Background: an optimization exercise with open tools, aiming at small area, a short achievable clock period and few clock cycles per item. Do not read the settings as production practice.
In this exercise RTL edits were held to simulation tests only and were not proved equivalent to the original.

==> flow/design.v (outline; a module is shown in full before it is edited, if it fits) <==
// module lzc64: 34 lines
// module fmul_pre: 66 lines
// module fmul_shift: 12 lines
// module fmul_pack: 37 lines
// module add106: 580 lines
// module add57: 269 lines
// module booth53_enc: 89 lines
// module booth53_csa: 4381 lines
// module fsub_align: 50 lines
// module fsub_add: 11 lines
// module fsub_round: 32 lines
// module melfe_frame_cond: 253 lines
module melfe_frame_cond (
    input  wire        clk,
    input  wire        rst,
    input  wire        in_valid,
    output wire        in_ready,
    input  wire        in_first,
    input  wire        in_last,
    input  wire [1:0]  in_ctx,
    input  wire [63:0] in_raw,
    input  wire [63:0] in_win,
    input  wire [63:0] in_alpha,
    output wire        out_valid,
    input  wire        out_ready,
    output wire [63:0] out_cond,
    output wire [63:0] out_wnd
);
  // ...
==> flow/flow/run.sh <==
#!/bin/bash
# Standard layout (the standard.sh: standard synthesis, floorplan, place,
# CTS, route, finish), with the setup repair steps aiming at a tighter period
# than the 25 ns constraint: repair_timing is asked for this much setup margin.
# The SDC, the synthesis and every other step are the standard ones.
set -euo pipefail
MARGIN=$(cat flow/margin.txt)
bash standard.sh SETUP_SLACK_MARGIN=$MARGIN TNS_END_PERCENT=$(cat flow/tns.txt) finish > standard_flow.log 2>&1
==> flow/flow/margin.txt <==
18.5
==> flow/flow/tns.txt <==
100
==> flow/standard.sh <==
#!/bin/bash
# synth_recipe.tcl (not shown) runs the flow's synth.tcl, then flattens the netlist and writes it again
# the make line also repeats each setting of config.mk as NAME=value (left out here)
make -C /OpenROAD-flow-scripts/flow DESIGN_CONFIG=/design/flow/config.mk WORK_HOME=/design/flow/orfs CLKGATE_MAP_FILE= SYNTH_SCRIPT=/design/flow/synth_recipe.tcl "${@:-finish}"
==> flow/config.mk <==
export PLATFORM = sky130hd
export DESIGN_NAME = melfe_frame_cond
export DESIGN_NICKNAME = melfe_frame_cond
export VERILOG_FILES = /design/flow/design.v
export SDC_FILE = /design/flow/constraint.sdc
export NUM_CORES = 4
export LEC_CHECK = 0
export ABC_AREA = 1
export CAP_MARGIN = 20
export CORE_MARGIN = 2
export CORE_UTILIZATION = 40
export SLEW_MARGIN = 20
==> flow/constraint.sdc <==
create_clock -name core_clock -period 25.0 [get_ports {clk}]
set_input_delay 5.0000 -clock core_clock [delete_from_list [all_inputs] [get_ports {clk}]]
set_output_delay 5.0000 -clock core_clock [all_outputs]
set_load 0.01 [all_outputs]
==> results by group, run 1 <==
Layout
  – Layout area overhead: 8.17%
  – Seq_cells: 2661
  – Number of clock buffers in the layout: 392
  – Fin cells: 37564

Clock network
  – Cts bufs inserted: 316
  – CTS tree: yes
  – Longest Clk Path Bufs: 4
  – Post-CTS resize count: 596
  – Clock Latency Late Sink: 1.10 ns
  – Root Buffer: clkbuf_16

Yosys
  – Post-synth top cells: nand2_1 (4525), inv_1 (3434), nand3_1 (3081)
  – Yosys reg bits: 2661
  – Synth Area in Simple Gates: 16.1%
  – Most common cell in the netlist: nand2_1
  – Synth area leader: edfxtp_1
  – Top cells by area, synth: edfxtp_1 (27%), fa_1 (20%), xor2_1 (10%)

STA
  – Worst Slack Setup Final: 18.35 ns
  – Worst hold margin: 0.405 ns
  – Final period util: 26.6%
  – Final count of pins violating max slew: 0
  – RSZ-0062 raised after global routing: true

Placed design
  – PortBufs: 329
  – Post-Place Cells: 36920

Global route
  – Largest net degree at the start of global routing: 233
  – Antenna violations before repair: 88
  – GRT Total Usage: 33.6%
  – Vias in the first global route: 227915
  – Wire length of the first global-routing pass: 1620000 microns
  – Grt peak-use layer: met2

Worst setup path
  – CP bufs+invs: 5
  – R2r endpoint: ra1[64]
  – Crit path largest cell delay: 0.84 ns
  – CP Capture Type: flip-flop
  – Crit-path most repeated cell: fa_1

Drt
  – WL final: 1140000 microns
  – Antenna Nets Post-Route: 0

Floorplan
  – Die X: 809 microns

Min path
  – WHS Path Cells: 0
  – Worst Hold Launch: c1[26]
  – Hold Crit Class: flip-flop to flip-flop

Outcome
  – Status: finished clean
Testbench counts, summed over its fixed seeds: cycles 2,128, items 2,048.
==> run 2, diff against run 1 <==
--- a/flow/config.mk
+++ b/flow/config.mk
@@ -9,4 +9,6 @@
 export CAP_MARGIN = 20
 export CORE_MARGIN = 2
 export CORE_UTILIZATION = 40
+export CTS_CLUSTER_DIAMETER = 100
+export CTS_CLUSTER_SIZE = 20
 export SLEW_MARGIN = 20
==> run 2 against run 1 <==
Net effect:
- still clean on timing, DRC and antenna
- first-iteration DRC count is 0.50% lower
- sequential share of layout area up 0.43 points
- wire length shrank 0.43%
- clock skew increased by 0.044 ns
- via count is 0.64% lower
- register-to-register slack is essentially flat
- worst setup slack better by 0.0011 ns
- cell area fell by 1.5%
- die area did not move
- critical path type unchanged
- largest cell class unchanged
==> results by group, run 2 <==
Yosys
  – Mapped Area: 259000 sq um (unchanged)
  – Async SR Flop Fraction: 0% (unchanged)
  – Post-synth EDFFs: 2327 (unchanged)
  – Synth top area share: 27.0% (unchanged)
  – Post-synth top cells: nand2_1 (4525), inv_1 (3434), nand3_1 (3081) (unchanged)
  – Syn nets: 33042 (unchanged)
  – Top cells by area, synth: edfxtp_1 (27%), fa_1 (20%), xor2_1 (10%) (unchanged)
  – Main synth FF type: edfxtp_1 (unchanged)
  – Count of different cell masters after synthesis: 79 (unchanged)
  – Syn avg cell area: 8.77 sq um (unchanged)
  – Synth area leader: edfxtp_1 (unchanged)
  – Ys Warns: 4 (unchanged)
  – Yosys reg bits: 2661 (unchanged)
  – Post-synthesis cell count: 29553 (unchanged)
  – Most common cell in the netlist: nand2_1 (unchanged)
  – Post-synthesis sequential area ratio: 29.5% (unchanged)

Global route
  – GR Overflow Total: 0 (unchanged)
  – Wire length of the first global-routing pass: 1610000 microns (was 1620000 microns)
  – GRT Total Usage: 33.4% (was 33.6%)
  – Vias in the first global route: 226581 (was 227915)
  – Antenna violations before repair: 83 (was 88)
  – Largest net degree at the start of global routing: 233 (unchanged)

STA
  – RSZ-0062 raised after global routing: true (unchanged)
  – Relative slew slack: 7.40% (was 14.5%)
  – Worst Slack Setup Final: 18.36 ns (was 18.35 ns)
  – Final Hold Viols: 0 (unchanged)
  – Final period util: 26.6% (about the same)
  – Slew @ Worst Pin: 1.38 ns (was 1.28 ns)
  – Setup TNS: 0 ns (unchanged)
  – Crit path time final: 6.64 ns (was 6.65 ns)
  – Final count of pins violating max slew: 0 (unchanged)
  – Final setup viols: 0 (unchanged)
  – Setup Skew: 0.154 ns (was 0.110 ns)
  – Fmax: 0.151 GHz (was 0.150 GHz)

Worst setup path
  – Max FO, Critical Path: 35 (was 45)
  – Top delay family on crit path: adder cells (unchanged)
  – Worst Setup Start Kind: flip-flop (unchanged)
  – Slowest-stage cell, CP: inv_2 (was buf_4)
  – Crit path largest cell delay: 0.75 ns (was 0.84 ns)
  – CP bufs+invs: 3 (was 5)
  – CP Capture Type: flip-flop (unchanged)
  – Crit path arrival time: 7.39 ns (was 7.46 ns)
  – Crit-path most repeated cell: fa_1 (unchanged)
  – Worst EP required: 25.75 ns (was 25.81 ns)
  – Cell chain of the critical path: inv_2 -> buf_4 -> o22ai_1 -> xor2_1 -> fa_1 -> fa_1 -> fa_1 -> fa_1 -> fa_1 -> fa_1 -> inv_1 -> fa_1 (was inv_2 -> buf_4 -> o22ai_1 -> xor2_1 -> fa_1 -> fa_1 -> inv_1 -> fa_1 -> inv_1 -> fa_1 -> fa_1 -> fa_1 -> inv_1 -> fa_1)
  – Crit path kind: flip-flop to flip-flop (unchanged)

Layout
  – Final Net Count: 32023 (was 32143)
  – Most common cell after layout, fill and taps aside: nand2_1 (unchanged)
  – Share of cells above drive strength 1: 5.24% (was 5.89%)
  – Largest regs: ra1 x106, ra7 x106 (unchanged)
  – Layout area overhead: 6.51% (was 8.17%)
  – Most frequent cells in the layout: nand2_1 (4517), inv_1 (3379), nand3_1 (3077) (was nand2_1 (4518), inv_1 (3380), nand3_1 (3077))

Placed design
  – PortBufs: 329 (unchanged)
  – Placement Setup Slack: 16.12 ns (unchanged)
  – HPWL Detailed: 788000 microns (unchanged)
  – Routability cong.: 1.02 (unchanged)

Floorplan
  – Initial Utilization: 40.2% (unchanged)
  – Die ar.: 654000 sq um (unchanged)
  – Chip Height: 809 microns (unchanged)
  – CORE AREA: 646000 sq um (unchanged)
  – Io pins: 330 (unchanged)
  – Die X: 809 microns (unchanged)
  – # rows: 295 (unchanged)

Clock network
  – Root Buffer: clkbuf_16 (unchanged)
  – Htree depth: 4 (was 5)
  – Clock transition at the registers of the reported paths: 0.09 ns (was 0.06 ns)
  – Cts bufs inserted: 188 (was 316)
  – Clock Latency Late Sink: 1.07 ns (was 1.10 ns)
  – CTS tree: yes (unchanged)
  – Clk sinks: 2661 (unchanged)
  – Longest Clk Path Bufs: 4 (unchanged)
  – Hold_buf cts: 0 (unchanged)

Flow run
  – Max-cap viol count: 0 (unchanged)

Min path
  – Hold Crit Class: flip-flop to flip-flop (unchanged)

Drt
  – DR iter-0 viols: 36559 (was 36742)
  – Post-DR vias/cell: 6.28 (was 6.27)
  – DR vias: 234093 (was 235595)
  – # DRC: 0 (unchanged)
  – Antenna Nets Post-Route: 0 (unchanged)
  – WL final: 1140000 microns (about the same)
  – DR pass1 iterations: 14 (unchanged)
  – Avg WL per Cell: 30.5 microns (was 30.4 microns)

Outcome
  – Status: finished clean (unchanged)
run 2: path summary, 6_finish.rpt:
| kind | start | slack (ns) | cells after the start | to |
|---|---|---|---|---|
| min reg2reg | raw1[54] | 0.34 | 0 | raw2[54] |
| min | raw1[54] | 0.34 | 0 | raw2[54] |
| max | p0[27] | 18.36 | 12 | ra1[61] |
| max reg2reg | p0[27] | 18.36 | 12 | ra1[61] |
run 2: final cells by class:
class                   instances  area (sq um)
repair buffers                906          7420
clock inverters                77          1150
inverters                    3697         14100
multi-input cells           21078        161000
fillers                     63230        369000
repair inverters                2          15.0
well taps                    8613         10800
clock buffers                 229          4890
flip-flops and latches       2661         76600
diodes                         39          97.6
run 2: timing repair:
action                                  in CTS  in global routing
endpoints found under the setup margin     511                574
setup buffers                                3                 30
pin swaps                                    2                 16
cloned                                       0                  4
resized for setup                          598                186
run 2: per-layer routing:
layer / global-route usage, % / up-vias / part of all wire [%]
li1: - / 97098 / -
met1: 43.1 / 113157 / 38
met2: 47.3 / 18617 / 40
met3: 13.9 / 5136 / 15
met4: 18.1 / 85 / 7.3
met5: 1.23 / - / 0.16
run 2: through the flow:
stage | util, % | instances | instance area [sq um] | hold WS [ns]
6_report | 42.8 | 37302 | 276000 | 0.336
5_1_grt | 42.8 | 37266 | 276000 | 0.341
4_1_cts | 42.6 | 37229 | 275000 | 0.312
3_5_place_dp | 41.7 | 36920 | 269000 | 0.405
3_3_place_gp | 41.7 | 36919 | 269000 | 0.401
2_1_floorplan | - | 29553 | 259000 | 0.400
run 2: logic make-up after synthesis:
logic type / share of synthesized area, %
AOI/OAI and AO/OA: 11.9
buffers and inverters: 8.56
xor gates and xnor gates: 10.3
and+or+nand+nor: 16.1
DFF: 29.5
muxes: 0.292
adders and majority gates: 23.4
==> run 3, diff against run 2 <==
--- a/flow/config.mk
+++ b/flow/config.mk
@@ -7,8 +7,11 @@
 export LEC_CHECK = 0
 export ABC_AREA = 1
 export CAP_MARGIN = 20
+export CELL_PAD_IN_SITES_DETAIL_PLACEMENT = 1
+export CELL_PAD_IN_SITES_GLOBAL_PLACEMENT = 1
 export CORE_MARGIN = 2
 export CORE_UTILIZATION = 40
 export CTS_CLUSTER_DIAMETER = 100
 export CTS_CLUSTER_SIZE = 20
+export PLACE_DENSITY = 0.45
 export SLEW_MARGIN = 20
==> run 3 against run 2 <==
Net effect:
- still clean
- wire length rose by 20%
- global-route usage up 6.9 points
- via count grew 0.50%
- final cell count increased by 0.63%
- largest cell class unchanged
==> results by group, run 3 <==
Worst setup path
  – Worst Setup Start Kind: flip-flop (unchanged)
  – R2r startpoint: bt6[9] (was p0[27])
  – Crit path largest cell delay: 0.51 ns (was 0.75 ns)
  – R2r endpoint: ra7[51] (was ra1[61])
  – CP Capture Point: out_cond[59] (was ra1[61])
  – CP bufs+invs: 1 (was 3)
  – Worst EP required: 20.00 ns (was 25.75 ns)
  – Worst R2R Setup Slack: 18.33 ns (was 18.36 ns)
  – CP Capture Type: output port (was flip-flop)
  – Cell chain of the critical path: buf_2 (was inv_2 -> buf_4 -> o22ai_1 -> xor2_1 -> fa_1 -> fa_1 -> fa_1 -> fa_1 -> fa_1 -> fa_1 -> inv_1 -> fa_1)
  – Top delay family on crit path: flip-flops (was adder cells)
  – Crit path kind: flip-flop to output port (was flip-flop to flip-flop)
  – Max FO, Critical Path: 1 (was 35)
  – Crit path depth: 1 (was 12)
  – R2R cell count: 12 (unchanged)
  – Slowest-stage cell, CP: edfxtp_1 (was inv_2)
  – Crit path arrival time: 1.74 ns (was 7.39 ns)
  – CP startpoint: hc[59] (was p0[27])

Layout
  – Largest regs: ra1 x106, ra7 x106 (unchanged)
  – Layout area overhead: 7.22% (was 6.51%)
  – Most common cell after layout, fill and taps aside: nand2_1 (unchanged)
  – Most frequent cells in the layout: nand2_1 (4515), inv_1 (3376), nand3_1 (3072) (was nand2_1 (4517), inv_1 (3379), nand3_1 (3077))
  – Share of cells above drive strength 1: 5.85% (was 5.24%)
  – Final Net Count: 32105 (was 32023)
  – Fin cells: 37537 (was 37302)

Global route
  – Wire length of the first global-routing pass: 1880000 microns (was 1610000 microns)
  – GR Overflow Total: 0 (unchanged)
  – Vias in the first global route: 241007 (was 226581)
  – Largest net degree at the start of global routing: 233 (unchanged)
  – Antenna violations before repair: 154 (was 83)
  – GRT Total Usage: 40.4% (was 33.4%)

Yosys
  – Main synth FF type: edfxtp_1 (unchanged)
  – Syn nets: 33042 (unchanged)
  – Yosys reg bits: 2661 (unchanged)
  – Top cells by area, synth: edfxtp_1 (27%), fa_1 (20%), xor2_1 (10%) (unchanged)
  – Post-synth top cells: nand2_1 (4525), inv_1 (3434), nand3_1 (3081) (unchanged)
  – Synth top area share: 27.0% (unchanged)
  – Synth area leader: edfxtp_1 (unchanged)
  – Async SR Flop Fraction: 0% (unchanged)
  – Count of different cell masters after synthesis: 79 (unchanged)
  – Syn avg cell area: 8.77 sq um (unchanged)
  – Ys Warns: 4 (unchanged)
  – Post-synthesis cell count: 29553 (unchanged)
  – Post-synthesis sequential area ratio: 29.5% (unchanged)
  – Most common cell in the netlist: nand2_1 (unchanged)
  – Post-synth EDFFs: 2327 (unchanged)
  – Mapped Area: 259000 sq um (unchanged)

Placed design
  – Routability cong.: 1.03 (was 1.02)
  – Placement Setup Slack: 15.86 ns (was 16.12 ns)
  – PortBufs: 329 (unchanged)
  – HPWL Detailed: 972000 microns (was 788000 microns)
  – Post-Place Cells: 36980 (was 36920)

Drt
  – Antenna Nets Post-Route: 0 (unchanged)
  – DR vias: 235264 (was 234093)
  – Avg WL per Cell: 36.2 microns (was 30.5 microns)
  – DR pass1 iterations: 7 (was 14)
  – Post-DR vias/cell: 6.27 (was 6.28)
  – # DRC: 0 (unchanged)
  – WL final: 1360000 microns (was 1140000 microns)
  – DR iter-0 viols: 26713 (was 36559)

Min path
  – Worst Hold Launch: win1[3] (was raw1[54])
  – Hold Crit Class: flip-flop to flip-flop (unchanged)

Clock network
  – Clock Latency Late Sink: 1.06 ns (was 1.07 ns)
  – Cts bufs inserted: 182 (was 188)
  – CTS tree: yes (unchanged)
  – Clock transition at the registers of the reported paths: 0.08 ns (was 0.09 ns)
  – Longest Clk Path Bufs: 4 (unchanged)
  – Clk sinks: 2661 (unchanged)
  – Root Buffer: clkbuf_16 (unchanged)
  – Htree depth: 4 (unchanged)

Flow run
  – Max-cap viol count: 0 (unchanged)

STA
  – Final setup viols: 0 (unchanged)
  – RSZ-0062 raised after global routing: true (unchanged)
  – Fmax: 0.148 GHz (was 0.151 GHz)
  – Final count of pins violating max slew: 0 (unchanged)
  – Final Hold Viols: 0 (unchanged)
  – Setup TNS: 0 ns (unchanged)
  – Setup Skew: 0.112 ns (was 0.154 ns)
  – Crit path time final: 6.74 ns (was 6.64 ns)
  – Slew @ Worst Pin: 1.36 ns (was 1.38 ns)
  – Worst Slack Setup Final: 18.26 ns (was 18.36 ns)
  – Relative slew slack: 9.04% (was 7.40%)
  – Final period util: 26.9% (was 26.6%)

Floorplan
  – Chip Height: 809 microns (unchanged)
  – Die ar.: 654000 sq um (unchanged)
  – Initial Utilization: 40.2% (unchanged)
  – CORE AREA: 646000 sq um (unchanged)
  – Die X: 809 microns (unchanged)
  – Io pins: 330 (unchanged)
  – # rows: 295 (unchanged)

Outcome
  – Status: finished clean (unchanged)
==> run 3: cell count changes in the layout (fill, tap and decap cells not counted), sizes merged, moves of 8 or more <==
cell	before	now
buf	706	795
clkinv	174	112
clkinvlp	15	7
diode	39	196
inv	3582	3642
==> run 3: worst min-delay path by stage <==
stage / end / slack (ns) / cells after the start
after global routing: win2[4] / 0.39 / 0
after detailed placement: c8[4] / 0.41 / 0
final: win2[3] / 0.39 / 0
after floorplan: c2[0] / 0.40 / 0
after global placement: raw1[63] / 0.40 / 0
after CTS: win2[4] / 0.39 / 0
==> run 3: stage by stage <==
| stage | cell area [sq um] | utilization, % | hold slack, ns |
|---|---|---|---|
| after floorplan | 259000 | - | 0.400 |
| after detailed placement | 270000 | 41.8 | 0.405 |
| after CTS | 276000 | 42.8 | 0.394 |
| after global placement | 270000 | 41.8 | 0.400 |
| after global routing | 278000 | 43.0 | 0.392 |
| final | 278000 | 43.0 | 0.394 |
==> run 3: cell families (layout without fill, tap and decap cells) <==
group | after synthesis | count (layout) | synth area share, %
AO/OA/AOI/OAI | 5125 | 5125 | 11.9
flip-flops | 2661 | 2661 | 29.5
XOR/XNOR | 3041 | 3041 | 10.3
AND/OR/NAND/NOR | 9553 | 9554 | 16.1
adder cells (fa/ha/maj) | 3289 | 3289 | 23.4
other | 0 | 196 | 0
multiplexers | 68 | 68 | 0.292
buffers and inverters | 5816 | 4990 | 8.56
==> run 3: metal layers <==
| metal | GRT usage, % | share of wire [%] |
|---|---|---|
| met1 | 47.0 | 36 |
| met2 | 62.3 | 44 |
| met3 | 10.8 | 9.6 |
| met4 | 33.7 | 11 |
| met5 | 0.205 | 0.049 |
==> run 3: area by class of cell <==
cell class | count | area, sq um
fillers | 74532 | 368000
inverters | 3697 | 14200
well taps | 8613 | 10800
repair inverters | 1 | 7.51
diodes | 196 | 490
clock buffers | 230 | 4810
multi-input cells | 21077 | 161000
repair buffers | 996 | 8880
flip-flops and latches | 2661 | 76600
clock inverters | 66 | 926
==> run 3: timing repair <==
item / CTS / global route
endpoints found under the setup margin: 689 / 684
hold buffers: 0 / 0
endpoints found under the hold margin: 0 / 0
pin swaps: 4 / 13
gates resized for setup: 832 / 239
buffers inserted: 22 / 37
cloned: 1 / 1

## separate check: timing with driven ports
How much do the figures lean on ideal ports? The routed layouts below were timed once more, with nothing changed but the port constraints.
Step 1 sets driving cells, clkbuf_16 on the clock port and buf_2 on the other inputs (assumed; they add their load-dependent delay and slew).
Step 2 also shifts input and output timing later by t, the mid clock arrival at the registers, as if the neighbouring blocks saw the same clock.
Three values: ideal, step 1, step 2; two values: the first two.
run	t, ns	setup slack, ns	worst setup path after step 2	worst slew at a driven data input, ns
run 1	1.175	18.355 / 18.278 / 17.381	input to register	0.30
run 2	1.116	18.356 / 18.299 / 17.473	input to register	0.30
run 3	1.161	18.264 / 18.103 / 17.521	input to register	0.32
After both steps setup and hold are still met in every run listed. The setup slack of run 1, which loses most, moves by -0.077 ns with the drivers and by -0.974 ns with both steps.
